This is an optimization exercise on Yosys and OpenROAD, whose aim is small area, a short achievable clock period and few clock cycles, not a production implementation.
Function was checked by simulation only, so behaviour that the tests miss may differ from the original.

==> nickel: inputs <==
==> flow/design.v <==
module s2_codec #(
    parameter [32:0] MEM_SIZE = 33'h0_0001_0000
) (
    input  wire        clk,
    input  wire        rst,
    input  wire        wr_en,
    input  wire [3:0]  wr_addr,
    input  wire [31:0] wr_data,
    input  wire [3:0]  rd_addr,
    output reg  [31:0] rd_data,
    output wire        busy,
    output reg         mem_req,
    output reg         mem_we,
    output wire [31:0] mem_addr,
    output reg  [7:0]  mem_wdata,
    input  wire [7:0]  mem_rdata
);
    localparam [127:0] KEY_ADK = 128'hF42E82F6_F91B9BB4_F84B6730_BDC28CBD;
    localparam [127:0] KEY_DNG = 128'h6BDBE8CB_B8AA00A1_0A4FF0D9_CA4659C9;
    function [31:0] crc_inv(input [31:0] r, input [7:0] d);
        integer k;
        reg [31:0] c;
        begin
            c = ~r ^ {24'd0, d};
            for (k = 0; k < 8; k = k + 1)
                c = c[0] ? ((c >> 1) ^ 32'hEDB88320) : (c >> 1);
            crc_inv = ~c;
        end
    endfunction
    function [30:0] rotl(input [30:0] x, input integer k);
        rotl = (x << k) | (x >> (31 - k));
    endfunction
    function [61:0] csa(input [30:0] x, input [30:0] y, input [30:0] z);
        reg [30:0] s, c;
        begin
            s = x ^ y ^ z;
            c = (x & y) | (x & z) | (y & z);
            csa = {rotl(c, 1), s};
        end
    endfunction
    function [30:0] eac_add(input [30:0] x, input [30:0] y);
        integer l, i;
        reg [30:0] g, p, gg, pp, c;
        begin
            g = x & y;
            p = x ^ y;
            gg = g; pp = p;
            for (l = 0; l < 5; l = l + 1)
                for (i = 0; i < 31; i = i + 1)
                    if ((i >> l) & 1) begin
                        gg[i] = gg[i] | (pp[i] & gg[((i >> l) << l) - 1]);
                        pp[i] = pp[i] & pp[((i >> l) << l) - 1];
                    end
            c[0] = gg[30];
            for (i = 1; i < 31; i = i + 1)
                c[i] = gg[i-1] | (pp[i-1] & gg[30]);
            eac_add = p ^ c;
        end
    endfunction
    function [30:0] pm_next(input [30:0] s);
        reg [61:0] r1, r2, r3, r4;
        begin
            r1 = csa(rotl(s, 14), rotl(s, 9), ~rotl(s, 7));
            r2 = csa(rotl(s, 5), rotl(s, 3), ~s);
            r3 = csa(r1[30:0], r1[61:31], r2[30:0]);
            r4 = csa(r3[30:0], r3[61:31], r2[61:31]);
            pm_next = eac_add(r4[30:0], r4[61:31]);
        end
    endfunction
    function [30:0] condition(input [30:0] s_in);
        integer i;
        reg [30:0] s;
        reg [4:0] p;
        begin
            s = s_in;
            p = 5'd0;
            for (i = 0; i < 31; i = i + 1)
                p = p + {4'd0, s[i]};
            if (p < 5'd8) begin
                s[12] = 1'b1;
                if (p < 5'd7) s[23] = 1'b1;
                if (p < 5'd6) s[10] = 1'b1;
                if (p < 5'd5) s[25] = 1'b1;
                if (p < 5'd4) s[8]  = 1'b1;
                if (p < 5'd3) s[27] = 1'b1;
                if (p < 5'd2) s[6]  = 1'b1;
                if (p < 5'd1) s[29] = 1'b1;
            end
            if (p > 5'd24) begin
                s[12] = 1'b0;
                if (p < 5'd31) s[23] = 1'b0;
                if (p < 5'd30) s[10] = 1'b0;
                if (p < 5'd29) s[25] = 1'b0;
                if (p < 5'd28) s[8]  = 1'b0;
                if (p < 5'd27) s[27] = 1'b0;
                if (p < 5'd26) s[6]  = 1'b0;
            end
            condition = s;
        end
    endfunction
    reg [31:0] r_cmd, r_src, r_slen, r_dst, r_dlen, r_key, r_arg;
    reg [31:0] r_result;
    reg [30:0] r_prng;
    reg        st_busy, st_done;
    reg [1:0]  st_err;
    assign busy = st_busy;
    wire [31:0] status = st_busy ? 32'h0000_0001 :
                         {16'd0, 6'd0, st_err, 5'd0, (st_err != 2'd0), st_done, 1'b0};
    always @(*) begin
        case (rd_addr)
            4'h0: rd_data = r_cmd;
            4'h1: rd_data = status;
            4'h2: rd_data = r_src;
            4'h3: rd_data = r_slen;
            4'h4: rd_data = r_dst;
            4'h5: rd_data = r_dlen;
            4'h6: rd_data = r_key;
            4'h7: rd_data = r_arg;
            4'h8: rd_data = r_result;
            4'hA: rd_data = {1'b0, r_prng};
            default: rd_data = 32'd0;
        endcase
    end
    localparam [4:0]
        S_IDLE  = 5'd0,
        S_DEC   = 5'd1,
        S_CRC   = 5'd2,    
        S_COND  = 5'd3,    
        S_STEP  = 5'd4,    
        S_WB    = 5'd5,    
        S_FILL  = 5'd6,
        S_KGWR  = 5'd7,
        S_L1    = 5'd8,
        S_ARD   = 5'd9,
        S_AWR   = 5'd10,
        S_SKIP  = 5'd11,
        S_L2    = 5'd12,
        S_P2    = 5'd13,
        S_ST    = 5'd14,
        S_STR   = 5'd15,
        S_DIV   = 5'd16,
        S_BCHK  = 5'd17,
        S_BK    = 5'd18,
        S_BMOD  = 5'd19,
        S_BGEN  = 5'd20,
        S_BRD   = 5'd21,
        S_BWR   = 5'd22;
    reg [4:0]  state;
    reg        sub;           
    reg        rv;            
    reg [31:0] acc;
    reg [30:0] gs;
    reg [16:0] off;
    reg [7:0]  j;
    reg [6:0]  l1;            
    reg [3:0]  l2;            
    reg [12:0] stride;        
    wire [7:0] op      = r_cmd[7:0];
    wire       kg_rand = r_cmd[8];
    wire       kg_game = r_cmd[9];
    wire       is_kg   = (op == 8'h05);
    wire       is_obf  = (op == 8'h06);
    wire [30:0] nxt = pm_next(acc[30:0]);
    wire [16:0] n   = r_slen[16:0];
    wire        slen_z  = (r_slen == 32'd0);
    wire        dlen_z  = (r_dlen == 32'd0);
    wire [17:0] src_end = {1'b0, r_src[16:0]} + {1'b0, r_slen[16:0]};
    wire [17:0] dst_end = {1'b0, r_dst[16:0]} + {1'b0, r_dlen[16:0]};
    wire        src_ok  = slen_z || ((r_src[31:17] == 15'd0) && (r_slen[31:17] == 15'd0) &&
                                     (src_end <= 18'h10000));
    wire        dst_ok  = dlen_z || ((r_dst[31:17] == 15'd0) && (r_dlen[31:17] == 15'd0) &&
                                     (dst_end <= 18'h10000));
    wire [31:0] b       = is_kg ? r_dst : r_key;
    wire        b_ok    = (b[31:16] == 16'd0) && (b[15:0] <= 16'hFFF0);
    wire [16:0] b_end   = {1'b0, b[15:0]} + 17'd16;
    wire        ovl     = !slen_z && ({1'b0, r_src[16:0]} < {1'b0, b_end}) &&
                          ({2'b0, b[15:0]} < src_end);
    wire        illegal = (r_cmd[31:10] != 22'd0) || (op > 8'h06) ||
                          ((r_cmd[9:8] != 2'b00) && !is_kg);
    reg  [1:0]  dec_err;
    always @(*) begin
        dec_err = 2'd0;
        if (illegal)
            dec_err = 2'd1;
        else if (op == 8'h01) begin
            if (!src_ok) dec_err = 2'd2;
        end else if (op == 8'h04) begin
            if (!dst_ok) dec_err = 2'd2;
        end else if (is_kg) begin
            if (kg_rand && !src_ok) dec_err = 2'd2;
            else if (!b_ok) dec_err = 2'd2;
            else if (kg_rand && ovl) dec_err = 2'd3;
        end else if (is_obf) begin
            if (!src_ok) dec_err = 2'd2;
            else if (!b_ok) dec_err = 2'd2;
            else if (ovl) dec_err = 2'd3;
        end
    end
    wire        crc_key  = is_obf || sub;               
    wire [16:0] crc_len  = crc_key ? 17'd16 : n;
    wire        crc_iss  = (off != crc_len);
    wire        b_live   = (off < n);
    reg  [15:0] base;
    reg         off4;        
    always @(*) begin
        base = r_src[15:0];
        off4 = 1'b0;
        case (state)
            S_CRC:  base = is_obf ? r_key[15:0] : (sub ? r_dst[15:0] : r_src[15:0]);
            S_FILL, S_KGWR: base = r_dst[15:0];
            S_BCHK: begin base = r_key[15:0]; off4 = 1'b1; end
            default: ;
        endcase
    end
    wire [15:0] addr_off = off4 ? {12'd0, off[3:0]} : off[15:0];
    assign mem_addr = {16'd0, base + addr_off};
    wire [127:0] kconst = kg_game ? KEY_DNG : KEY_ADK;
    wire [7:0]   kbyte  = kconst[{off[3:0], 3'b000} +: 8];
    always @(*) begin
        mem_req   = 1'b0;
        mem_we    = 1'b0;
        mem_wdata = acc[7:0];
        case (state)
            S_CRC:  mem_req = crc_iss;
            S_FILL: begin mem_req = 1'b1; mem_we = 1'b1; end
            S_KGWR: begin
                mem_req = 1'b1; mem_we = 1'b1;
                mem_wdata = kbyte ^ (kg_rand ? acc[7:0] : 8'd0);
            end
            S_ARD, S_BRD: mem_req = 1'b1;
            S_BCHK: mem_req = b_live;
            S_AWR, S_BWR: begin
                mem_req = 1'b1; mem_we = 1'b1;
                mem_wdata = mem_rdata ^ acc[7:0];
            end
            default: ;
        endcase
    end
    wire        lower   = is_kg && !sub;
    wire        up      = (mem_rdata >= 8'h41) && (mem_rdata <= 8'h5A);
    wire [7:0]  crc_d   = mem_rdata | {2'b00, lower && up, 5'd0};
    wire [31:0] crc_nx  = crc_inv(acc, crc_d);
    wire [16:0] off_inc = off + ((state == S_BWR) ? {3'd0, 1'b1, stride} : 17'd1);
    wire [7:0]  l1m     = {1'b0, l1} + 8'h7F;             
    wire        j_l1    = (j == l1m);
    wire [17:0] rsh     = {off, acc[30]};
    wire [17:0] rdiff   = rsh - {1'b0, n};
    wire [5:0]  l2f     = {2'b01, l2} + 6'd1;             
    wire [8:0]  jdiff   = {1'b0, j} - {3'd0, l2f};
    task finish;
        begin
            st_busy <= 1'b0;
            st_done <= 1'b1;
            state   <= S_IDLE;
        end
    endtask
    always @(posedge clk) begin
        if (rst) begin
            r_cmd    <= 32'd0;
            r_src    <= 32'd0;
            r_slen   <= 32'd0;
            r_dst    <= 32'd0;
            r_dlen   <= 32'd0;
            r_key    <= 32'd0;
            r_arg    <= 32'd0;
            r_result <= 32'd0;
            r_prng   <= 31'd1;
            st_busy  <= 1'b0;
            st_done  <= 1'b0;
            st_err   <= 2'd0;
            state    <= S_IDLE;
        end else begin
            if (wr_en && !st_busy) begin
                case (wr_addr)
                    4'h0: begin
                        r_cmd   <= wr_data;
                        st_busy <= 1'b1;
                        st_done <= 1'b0;
                        st_err  <= 2'd0;
                        state   <= S_DEC;
                    end
                    4'h2: r_src  <= wr_data;
                    4'h3: r_slen <= wr_data;
                    4'h4: r_dst  <= wr_data;
                    4'h5: r_dlen <= wr_data;
                    4'h6: r_key  <= wr_data;
                    4'h7: r_arg  <= wr_data;
                    4'hA: r_prng <= (wr_data[30:0] == 31'd0) ? 31'd1 : wr_data[30:0];
                    default: ;
                endcase
            end
            rv <= 1'b0;
            case (state)
                S_IDLE: ;
                S_DEC: begin
                    off <= 17'd0;
                    sub <= 1'b0;
                    acc <= 32'd0;
                    if (dec_err != 2'd0) begin
                        st_err <= dec_err;
                        finish;
                    end else begin
                        case (op[2:0])
                            3'd1: state <= S_CRC;
                            3'd2: begin acc <= r_arg; state <= S_COND; end
                            3'd3: begin acc <= {1'b0, r_prng}; state <= S_STEP; end
                            3'd4: begin
                                acc <= {1'b0, r_prng};
                                if (dlen_z) finish; else state <= S_STEP;
                            end
                            3'd5: state <= kg_rand ? S_CRC : S_KGWR;
                            3'd6: if (slen_z) finish; else state <= S_CRC;
                            default: finish;
                        endcase
                    end
                end
                S_CRC: begin
                    if (crc_iss) off <= off + 17'd1;
                    rv <= crc_iss;
                    if (rv) acc <= crc_nx;
                    if (!crc_iss) begin
                        off <= 17'd0;
                        if (is_obf || (is_kg && !sub)) state <= S_COND;
                        else state <= S_WB;
                    end
                end
                S_COND: begin
                    acc <= {1'b0, condition(acc[30:0])};
                    if (is_obf) state <= S_L1;
                    else if (is_kg) state <= S_STEP;
                    else state <= S_WB;
                end
                S_STEP: begin
                    acc <= {1'b0, nxt};
                    if (op[2:0] == 3'd4) state <= S_FILL;
                    else if (is_kg) state <= S_KGWR;
                    else state <= S_WB;
                end
                S_WB: begin
                    if (op[2:0] != 3'd4) r_result <= acc;
                    if (op[2:0] == 3'd2 || op[2:0] == 3'd3 || op[2:0] == 3'd4) r_prng <= acc[30:0];
                    finish;
                end
                S_FILL: begin
                    off <= off_inc;
                    if (off_inc == r_dlen[16:0]) state <= S_WB;
                    else acc <= {1'b0, nxt};
                end
                S_KGWR: begin
                    off <= off_inc;
                    acc <= {1'b0, nxt};
                    if (off[3:0] == 4'd15) begin
                        off   <= 17'd0;
                        acc   <= 32'd0;
                        sub   <= 1'b1;
                        state <= S_CRC;
                    end
                end
                S_L1: begin
                    acc   <= {1'b0, nxt};
                    gs    <= nxt;
                    l1    <= nxt[6:0];
                    j     <= 8'd0;
                    state <= S_ARD;
                end
                S_ARD: begin
                    acc   <= {1'b0, nxt};
                    state <= S_AWR;
                end
                S_AWR: begin
                    off <= off_inc;
                    if (off_inc == n) begin
                        if (j_l1) state <= S_L2;
                        else begin j <= j + 8'd1; state <= S_SKIP; end
                    end else begin
                        state <= S_ARD;
                        if (j_l1) begin j <= 8'd0; acc <= {1'b0, gs}; end
                        else j <= j + 8'd1;
                    end
                end
                S_SKIP: begin
                    acc <= {1'b0, nxt};
                    j   <= j + 8'd1;
                    if (j_l1) state <= S_L2;
                end
                S_L2: begin
                    acc   <= {1'b0, nxt};
                    gs    <= nxt;
                    l2    <= nxt[3:0];
                    j     <= 8'd0;
                    state <= S_P2;
                end
                S_P2: begin
                    acc <= {1'b0, nxt};
                    j   <= j + 8'd1;
                    if (j[4:0] == {1'b1, l2}) state <= S_ST;
                end
                S_ST: begin
                    acc   <= {1'b0, nxt};
                    state <= S_STR;
                end
                S_STR: begin
                    stride <= nxt[12:0];
                    off    <= 17'd0;
                    j      <= 8'd0;
                    state  <= S_DIV;
                end
                S_DIV: begin
                    acc <= {acc[30:0], 1'b0};
                    off <= rdiff[17] ? rsh[16:0] : rdiff[16:0];
                    j   <= j + 8'd1;
                    if (j[4:0] == 5'd30) state <= S_BCHK;
                end
                S_BCHK: begin
                    if (b_live) state <= S_BK;
                    else finish;
                end
                S_BK: begin
                    j     <= mem_rdata ^ off[7:0];
                    state <= S_BMOD;
                end
                S_BMOD: begin
                    if (!jdiff[8]) j <= jdiff[7:0];
                    else begin
                        acc   <= {1'b0, gs};
                        state <= S_BGEN;
                    end
                end
                S_BGEN: begin
                    acc <= {1'b0, nxt};
                    j   <= j - 8'd1;
                    if (j == 8'd0) state <= S_BRD;
                end
                S_BRD: state <= S_BWR;
                S_BWR: begin
                    off   <= off_inc;
                    state <= S_BCHK;
                end
                default: state <= S_IDLE;
            endcase
        end
    end
endmodule
==> flow/run.sh <==
#!/bin/bash
# synth_recipe.tcl (not shown) runs the flow's synth.tcl, then flattens the netlist and writes it again
# the make line also repeats each setting of config.mk as NAME=value (left out here)
make -C /OpenROAD-flow-scripts/flow DESIGN_CONFIG=/design/flow/config.mk WORK_HOME=/design/flow/orfs CLKGATE_MAP_FILE= SYNTH_SCRIPT=/design/flow/synth_recipe.tcl finish
==> flow/config.mk <==
export PLATFORM = sky130hd
export DESIGN_NAME = s2_codec
export DESIGN_NICKNAME = s2_codec
export VERILOG_FILES = /design/flow/design.v
export SDC_FILE = /design/flow/constraint.sdc
export NUM_CORES = 4
export LEC_CHECK = 0
export CAP_MARGIN = 20
export CORE_MARGIN = 2
export CORE_UTILIZATION = 40
export PLACE_DENSITY = 0.6
export SLEW_MARGIN = 20
==> flow/constraint.sdc <==
create_clock -name core_clock -period 20.0 [get_ports {clk}]
set_input_delay 4.0000 -clock core_clock [delete_from_list [all_inputs] [get_ports {clk}]]
set_output_delay 4.0000 -clock core_clock [all_outputs]
set_load 0.01 [all_outputs]
==> xenon (differences from nickel) <==
--- a/flow/design.v
+++ b/flow/design.v
@@ -68,4 +68,27 @@
         end
     endfunction
+    function [32:0] radd(input [31:0] x, input [31:0] z, input ci);
+        integer i;
+        reg c;
+        reg [31:0] s;
+        begin
+            c = ci;
+            for (i = 0; i < 32; i = i + 1) begin
+                s[i] = x[i] ^ z[i] ^ c;
+                c = (x[i] & z[i]) | (x[i] & c) | (z[i] & c);
+            end
+            radd = {c, s};
+        end
+    endfunction
+    function rlt(input [31:0] x, input [31:0] z);
+        integer i;
+        reg c;
+        begin
+            c = 1'b1;
+            for (i = 0; i < 32; i = i + 1)
+                c = (x[i] & ~z[i]) | (x[i] & c) | (~z[i] & c);
+            rlt = ~c;
+        end
+    endfunction
     function [30:0] condition(input [30:0] s_in);
         integer i;
@@ -145,5 +168,7 @@
         S_BGEN  = 5'd20,
         S_BRD   = 5'd21,
-        S_BWR   = 5'd22;
+        S_BWR   = 5'd22,
+        S_DEC2  = 5'd23,
+        S_BKR   = 5'd24;
     reg [4:0]  state;
     reg        sub;           
@@ -165,15 +190,18 @@
     wire        slen_z  = (r_slen == 32'd0);
     wire        dlen_z  = (r_dlen == 32'd0);
-    wire [17:0] src_end = {1'b0, r_src[16:0]} + {1'b0, r_slen[16:0]};
-    wire [17:0] dst_end = {1'b0, r_dst[16:0]} + {1'b0, r_dlen[16:0]};
+    wire [32:0] src_e   = radd({15'd0, r_src[16:0]}, {15'd0, r_slen[16:0]}, 1'b0);
+    wire [32:0] dst_e   = radd({15'd0, r_dst[16:0]}, {15'd0, r_dlen[16:0]}, 1'b0);
+    wire [17:0] src_end = src_e[17:0];
+    wire [17:0] dst_end = dst_e[17:0];
     wire        src_ok  = slen_z || ((r_src[31:17] == 15'd0) && (r_slen[31:17] == 15'd0) &&
-                                     (src_end <= 18'h10000));
+                                     !src_end[17] && (!src_end[16] || (src_end[15:0] == 16'd0)));
     wire        dst_ok  = dlen_z || ((r_dst[31:17] == 15'd0) && (r_dlen[31:17] == 15'd0) &&
-                                     (dst_end <= 18'h10000));
+                                     !dst_end[17] && (!dst_end[16] || (dst_end[15:0] == 16'd0)));
     wire [31:0] b       = is_kg ? r_dst : r_key;
-    wire        b_ok    = (b[31:16] == 16'd0) && (b[15:0] <= 16'hFFF0);
-    wire [16:0] b_end   = {1'b0, b[15:0]} + 17'd16;
-    wire        ovl     = !slen_z && ({1'b0, r_src[16:0]} < {1'b0, b_end}) &&
-                          ({2'b0, b[15:0]} < src_end);
+    wire        b_ok    = (b[31:16] == 16'd0) && !((b[15:4] == 12'hFFF) && (b[3:0] != 4'd0));
+    wire [32:0] b_e     = radd({16'd0, b[15:0]}, 32'd15, 1'b0);
+    wire        ovl     = !slen_z && !rlt(b_e, {15'd0, r_src[16:0]}) &&
+                          rlt({16'd0, b[15:0]}, {14'd0, src_end});
+    reg         f_src, f_dst, f_b, f_ovl;
     wire        illegal = (r_cmd[31:10] != 22'd0) || (op > 8'h06) ||
                           ((r_cmd[9:8] != 2'b00) && !is_kg);
@@ -184,15 +212,15 @@
             dec_err = 2'd1;
         else if (op == 8'h01) begin
-            if (!src_ok) dec_err = 2'd2;
+            if (!f_src) dec_err = 2'd2;
         end else if (op == 8'h04) begin
-            if (!dst_ok) dec_err = 2'd2;
+            if (!f_dst) dec_err = 2'd2;
         end else if (is_kg) begin
-            if (kg_rand && !src_ok) dec_err = 2'd2;
-            else if (!b_ok) dec_err = 2'd2;
-            else if (kg_rand && ovl) dec_err = 2'd3;
+            if (kg_rand && !f_src) dec_err = 2'd2;
+            else if (!f_b) dec_err = 2'd2;
+            else if (kg_rand && f_ovl) dec_err = 2'd3;
         end else if (is_obf) begin
-            if (!src_ok) dec_err = 2'd2;
-            else if (!b_ok) dec_err = 2'd2;
-            else if (ovl) dec_err = 2'd3;
+            if (!f_src) dec_err = 2'd2;
+            else if (!f_b) dec_err = 2'd2;
+            else if (f_ovl) dec_err = 2'd3;
         end
     end
@@ -200,5 +228,5 @@
     wire [16:0] crc_len  = crc_key ? 17'd16 : n;
     wire        crc_iss  = (off != crc_len);
-    wire        b_live   = (off < n);
+    wire        b_live   = rlt({15'd0, off}, {15'd0, n});
     reg  [15:0] base;
     reg         off4;        
@@ -209,5 +237,5 @@
             S_CRC:  base = is_obf ? r_key[15:0] : (sub ? r_dst[15:0] : r_src[15:0]);
             S_FILL, S_KGWR: base = r_dst[15:0];
-            S_BCHK: begin base = r_key[15:0]; off4 = 1'b1; end
+            S_BKR: begin base = r_key[15:0]; off4 = 1'b1; end
             default: ;
         endcase
@@ -229,5 +257,5 @@
             end
             S_ARD, S_BRD: mem_req = 1'b1;
-            S_BCHK: mem_req = b_live;
+            S_BKR: mem_req = 1'b1;
             S_AWR, S_BWR: begin
                 mem_req = 1'b1; mem_we = 1'b1;
@@ -241,11 +269,16 @@
     wire [7:0]  crc_d   = mem_rdata | {2'b00, lower && up, 5'd0};
     wire [31:0] crc_nx  = crc_inv(acc, crc_d);
-    wire [16:0] off_inc = off + ((state == S_BWR) ? {3'd0, 1'b1, stride} : 17'd1);
-    wire [7:0]  l1m     = {1'b0, l1} + 8'h7F;             
-    wire        j_l1    = (j == l1m);
+    wire [32:0] off_s   = radd({15'd0, off}, (state == S_BWR) ? {18'd0, 1'b1, stride} : 32'd1, 1'b0);
+    wire [16:0] off_inc = off_s[16:0];
+    wire [32:0] j_s     = radd({24'd0, j}, 32'd1, 1'b0);
+    wire [7:0]  j_inc   = j_s[7:0];
+    wire        j_l1    = (j_inc == {1'b1, l1});            
     wire [17:0] rsh     = {off, acc[30]};
-    wire [17:0] rdiff   = rsh - {1'b0, n};
-    wire [5:0]  l2f     = {2'b01, l2} + 6'd1;             
-    wire [8:0]  jdiff   = {1'b0, j} - {3'd0, l2f};
+    wire [32:0] rd_s    = radd({14'd0, rsh}, {14'd0, ~{1'b0, n}}, 1'b1);
+    wire [17:0] rdiff   = rd_s[17:0];
+    wire        r_ge    = rd_s[18];
+    wire [32:0] jd_s    = radd({24'd0, j}, {24'd0, ~{3'b000, 1'b1, l2}}, 1'b0);
+    wire [7:0]  jdiff   = jd_s[7:0];
+    wire        j_ge    = jd_s[8];
     task finish;
         begin
@@ -294,4 +327,11 @@
                 S_IDLE: ;
                 S_DEC: begin
+                    f_src <= src_ok;
+                    f_dst <= dst_ok;
+                    f_b   <= b_ok;
+                    f_ovl <= ovl;
+                    state <= S_DEC2;
+                end
+                S_DEC2: begin
                     off <= 17'd0;
                     sub <= 1'b0;
@@ -316,5 +356,5 @@
                 end
                 S_CRC: begin
-                    if (crc_iss) off <= off + 17'd1;
+                    if (crc_iss) off <= off_inc;
                     rv <= crc_iss;
                     if (rv) acc <= crc_nx;
@@ -372,14 +412,14 @@
                     if (off_inc == n) begin
                         if (j_l1) state <= S_L2;
-                        else begin j <= j + 8'd1; state <= S_SKIP; end
+                        else begin j <= j_inc; state <= S_SKIP; end
                     end else begin
                         state <= S_ARD;
                         if (j_l1) begin j <= 8'd0; acc <= {1'b0, gs}; end
-                        else j <= j + 8'd1;
+                        else j <= j_inc;
                     end
                 end
                 S_SKIP: begin
                     acc <= {1'b0, nxt};
-                    j   <= j + 8'd1;
+                    j   <= j_inc;
                     if (j_l1) state <= S_L2;
                 end
@@ -393,5 +433,5 @@
                 S_P2: begin
                     acc <= {1'b0, nxt};
-                    j   <= j + 8'd1;
+                    j   <= j_inc;
                     if (j[4:0] == {1'b1, l2}) state <= S_ST;
                 end
@@ -408,12 +448,13 @@
                 S_DIV: begin
                     acc <= {acc[30:0], 1'b0};
-                    off <= rdiff[17] ? rsh[16:0] : rdiff[16:0];
-                    j   <= j + 8'd1;
+                    off <= r_ge ? rdiff[16:0] : rsh[16:0];
+                    j   <= j_inc;
                     if (j[4:0] == 5'd30) state <= S_BCHK;
                 end
                 S_BCHK: begin
-                    if (b_live) state <= S_BK;
+                    if (b_live) state <= S_BKR;
                     else finish;
                 end
+                S_BKR: state <= S_BK;
                 S_BK: begin
                     j     <= mem_rdata ^ off[7:0];
@@ -421,6 +462,7 @@
                 end
                 S_BMOD: begin
-                    if (!jdiff[8]) j <= jdiff[7:0];
+                    if (j_ge) j <= jdiff;
                     else begin
+                        j     <= ~j;
                         acc   <= {1'b0, gs};
                         state <= S_BGEN;
@@ -429,6 +471,6 @@
                 S_BGEN: begin
                     acc <= {1'b0, nxt};
-                    j   <= j - 8'd1;
-                    if (j == 8'd0) state <= S_BRD;
+                    j   <= j_inc;
+                    if (j == 8'hFF) state <= S_BRD;
                 end
                 S_BRD: state <= S_BWR;
==> comparison table <==
item                                                                                  xenon                   nickel
Met1 layer usage reported by global route                                             44.4%                    42.5%
Inserted Diodes                                                                           1                        4
Worst reg2reg path depth                                                                 31                       20
Post-placement setup slack                                                          8520 ps                  9330 ps
Portion of synthesized cell area occupied by the leading cell type                    19.2%                    17.1%
Adder and majority gate portion of the synthesized area                               17.8%                    15.6%
Cell row count                                                                          101                      107
Relative slew slack                                                                   24.2%                    25.8%
Worst path setup slack after routing                                                8340 ps                  9230 ps
Total of flip-flops plus latches after synthesis                                        414                      410
Type of the setup path with the least slack                                          in2out                  reg2out
Number of flops mapped to enable cells by yosys                                         118                      114
CTS Buf Count                                                                            46                       48
Number of clock buffer instances in the layout                                           69                       70
Multi-input gate area                                                             19600 um2                23100 um2
Total Routing Usage GR                                                                32.6%                    32.4%
Crit start category                                                              input port                flip-flop
Final-layout non-clock buffer area share                                              5.19%                    4.92%
Result of the run                                                   complete, no violations  complete, no violations
Sinks on Clock Net                                                                      414                      410
Well Taps                                                                              1030                     1144
Synthesized-area fraction occupied by ao, oa, aoi and oai cells                       21.8%                    23.9%
Testbench counts of nickel, summed over its fixed seeds: cycles 937,607.
Testbench counts of xenon, summed over its fixed seeds: cycles 938,093.

==> afterwards: timing with drivers on the ports <==
How much do the figures lean on ideal ports? The routed layouts below were timed once more, with nothing changed but the port constraints. Step 1 assumes that a clkbuf_16 drives the clock port and a buf_2 every other input. Step 2 times the ports against the registers' clock, not the clock port: input delays grow and output delays shrink by t, the midpoint of the rising clock arrivals with the driver on. Slacks: ideal ports / drivers / drivers and shift; pairs: ideal ports / drivers.
run | t, ns | setup slack, ns | worst register clock-pin slew, ns | worst slew at a driven data input, ns
nickel | 0.687 | 9.227 / 9.160 / 9.167 | 0.07 / 0.07 | 0.09
xenon | 0.665 | 8.344 / 8.296 / 8.296 | 0.07 / 0.07 | 0.07
After both steps setup and hold are still met in every run listed. For nickel, which loses most, drivers alone change the setup slack by -0.067 ns; drivers and shift together by -0.060 ns.
